Background: an optimization exercise with open tools, aiming at a short achievable clock period and few clock cycles per item. Do not read the settings as production practice.
Only simulation tests tie the RTL to the original design; equivalence was not proved.
Power figures rest on the tool's default switching activity, not on a simulated workload.

xenon:
// pscc_coder
module pscc_coder (
    input  wire        clk,
    input  wire        rst,
    input  wire        cmd_valid,
    input  wire [31:0] cmd,
    output wire        cmd_ready,
    output wire        rsp_valid,
    output wire [31:0] rsp,
    output wire        flt,
    input  wire        xrd_b,
    input  wire [14:0] xrd_w,
    output wire [31:0] xrd_data
);
  localparam integer BUF_WORDS = 48;
  localparam integer NSYM      = 3 * BUF_WORDS;
  localparam [3:0] OP_RS_CLEAR    = 4'h1, OP_RS_UPDATE = 4'h2, OP_RS_READ    = 4'h3,
                   OP_ENC_BYTE    = 4'h4, OP_ENC_SYNC  = 4'h5, OP_PUT_SYM    = 4'h6,
                   OP_GET_SYM     = 4'h7, OP_FRAME_BEGIN = 4'h8, OP_FRAME_DATA = 4'h9,
                   OP_FRAME_END   = 4'hA, OP_RD_STATUS = 4'hB;
  localparam [2:0] CAUSE_ILLEGAL = 3'd1, CAUSE_SEQ = 3'd2, CAUSE_CAP = 3'd3;
  localparam [2:0] S_IDLE = 3'd0, S_EXEC = 3'd1, S_FE_CRC = 3'd2, S_FE_PAR = 3'd3,
                   S_FE_SYNC = 3'd4;
  reg [2:0]   state;
  reg [31:0]  cmd_q;
  reg [255:0] P [0:2];
  reg         RD;
  reg [31:0]  CRC;
  reg [15:0]  BIDX;
  reg [15:0]  SIDX;
  reg         PHASE;
  reg         CURBUF;
  reg         FAULT;
  reg [2:0]   CAUSE;
  reg [31:0]  FCMD;
  reg [1:0]   lane_ctr;    
  reg [6:0]   fe_cnt;      
  reg [4:0]   par_pos;
  reg [1:0]   par_lane;
  reg [29:0]  mem [0:2*BUF_WORDS-1];    
  reg         rsp_valid_r;
  reg  [31:0] rsp_r;
  wire        fe_go;
  reg  [31:0] rsp_c;
  assign cmd_ready = ((state == S_IDLE) || (state == S_EXEC && !fe_go)) && !rst;
  assign rsp_valid = (state == S_EXEC) ? !fe_go : rsp_valid_r;
  assign rsp       = (state == S_EXEC) ? rsp_c : rsp_r;
  assign flt       = FAULT | ((state == S_EXEC) && (illegal || seq_err || cap_err));
  wire [3:0]  op    = cmd_q[31:28];
  wire        f_b   = cmd_q[27];
  wire        f_fl  = cmd_q[26];
  wire [15:0] f_idx = cmd_q[25:10];
  wire [9:0]  f_sym = cmd_q[9:0];
  wire [1:0]  f_lane = cmd_q[9:8];
  wire [7:0]  f_data = cmd_q[7:0];
  wire [4:0]  f_pos = cmd_q[4:0];
  wire [1:0]  f_sel = cmd_q[1:0];
  reg illegal;
  always @(*) begin
    case (op)
      OP_RS_CLEAR:    illegal = (cmd_q & 32'hFFFFFFFF) != 32'h10000000;
      OP_RS_UPDATE:   illegal = ((cmd_q & 32'hFFFFFC00) != 32'h20000000) || (f_lane == 2'd3);
  ...
For scale: ~120 I/O pins, about 210000 sq um of cells after synthesis.
export LEC_CHECK = 0
export CAP_MARGIN = 20
export CORE_MARGIN = 2
export CORE_UTILIZATION = 30
export SETUP_SLACK_MARGIN = 5
export SLEW_MARGIN = 20
export SYNTH_MEMORY_MAX_BITS = 8192
create_clock -name core_clock -period 15.0 [get_ports {clk}]
run.sh (not shown) runs the stock make flow with config.mk's settings and CLKGATE_MAP_FILE= SYNTH_SCRIPT=/design/flow/synth_recipe.tcl, a recipe that flattens the netlist after the stock synthesis.
No crash in xenon: every stage finished, but the layout fails its final checks due to antenna rules.
Testbench counts of xenon, summed over its fixed seeds: cycles 39,533, bytes 6,416.
Changes in sierra relative to xenon:
# xenon
export LEC_CHECK = 0
export CAP_MARGIN = 20
export CORE_MARGIN = 2
export CORE_UTILIZATION = 30
export SETUP_SLACK_MARGIN = 5
export SLEW_MARGIN = 20
export SYNTH_MEMORY_MAX_BITS = 8192
create_clock -name core_clock -period 15.0 [get_ports {clk}]
# sierra
export LEC_CHECK = 0
export CAP_MARGIN = 20
export CORE_MARGIN = 2
export CORE_UTILIZATION = 25
export SETUP_SLACK_MARGIN = 3
export SLEW_MARGIN = 20
export SYNTH_MEMORY_MAX_BITS = 8192
create_clock -name core_clock -period 15.0 [get_ports {clk}]
### Flow results
The final layout from sierra, which completed every stage, passed the timing, DRC and antenna checks at the end of the flow.
From xenon to sierra the numbers moved as follows: global-route usage over all layers decreased by 4.7 points relative to the old numbers, net switching power of the design increased by 0.023 mW relative to the old numbers.
sierra: cell count is about 6% higher than what xenon reported.
sierra vs xenon — number of nets at the end of the flow dropped by a few percent
Relative to sierra, the following input files were edited for tundra:
# sierra
export LEC_CHECK = 0
export CAP_MARGIN = 20
export CORE_MARGIN = 2
export CORE_UTILIZATION = 25
export SETUP_SLACK_MARGIN = 3
export SLEW_MARGIN = 20
export SYNTH_MEMORY_MAX_BITS = 8192
create_clock -name core_clock -period 15.0 [get_ports {clk}]
# tundra
export LEC_CHECK = 0
export CAP_MARGIN = 20
export CORE_MARGIN = 2
export CORE_UTILIZATION = 30
export SLEW_MARGIN = 20
export SYNTH_MEMORY_MAX_BITS = 8192
create_clock -name core_clock -period 15.0 [get_ports {clk}]
### Flow results
- tundra finished all stages; layout check result: FAIL, due to setup timing.
- Of tundra and sierra, tundra shows the lower non-filler instance count after layout, with sierra above it.
- There was hardly any difference in cell internal power dissipation between tundra and sierra.
- Sort tundra and sierra by clock-buffer cell count, descending, and tundra comes first.
- tundra against sierra: fmax shows a reduction of about 20%, detailed-routed wire length on met3 shows a reduction of about 11%, design area shows a reduction of 1.7%.
- Global-route usage: lower on sierra
- Share of power burned in registers ended up 0.2 points higher on tundra than on sierra.
- Routed wire length went down by a few percent going from sierra to tundra.
- tundra vs. sierra: clock skew went down by 0.084 ns.
- sierra -> tundra: total power consumption of the routed design decreased slightly

what the ideal ports hide:
In the flow no input, the clock included, has a driving cell. The finished layouts below were timed again as built, in two steps. Step 1 (the two cells are an assumption about what drives the block):
set clk [get_ports {clk}]
set_driving_cell -lib_cell sky130_fd_sc_hd__clkbuf_16 $clk
set_driving_cell -lib_cell sky130_fd_sc_hd__buf_2 [delete_from_list [all_inputs] $clk]
Step 2 moves the port delays by t, midway between the first and last clock arrival at a register: inputs arrive t later, outputs are due t later. That takes back most of the time a late clock gives input paths. a / b / c = no drivers / after step 1 / after step 2; a / b = the first two.
| run | t, ns | setup WS [ns] | hold WS [ns] | latest minus earliest clock arrival (ns) | cell pins on the clock port's net |
|---|---|---|---|---|---|
| xenon | 1.177 | 4.272 / 4.140 / 4.792 | 0.484 / 0.484 / 0.484 | 0.155 / 0.155 | 1 |
| sierra | 1.208 | 2.828 / 2.680 / 3.725 | 0.479 / 0.479 / 0.479 | 0.216 / 0.217 | 1 |
| tundra | 1.167 | -0.052 / -0.185 / 0.982 | 0.466 / 0.466 / 0.466 | 0.132 / 0.132 | 1 |
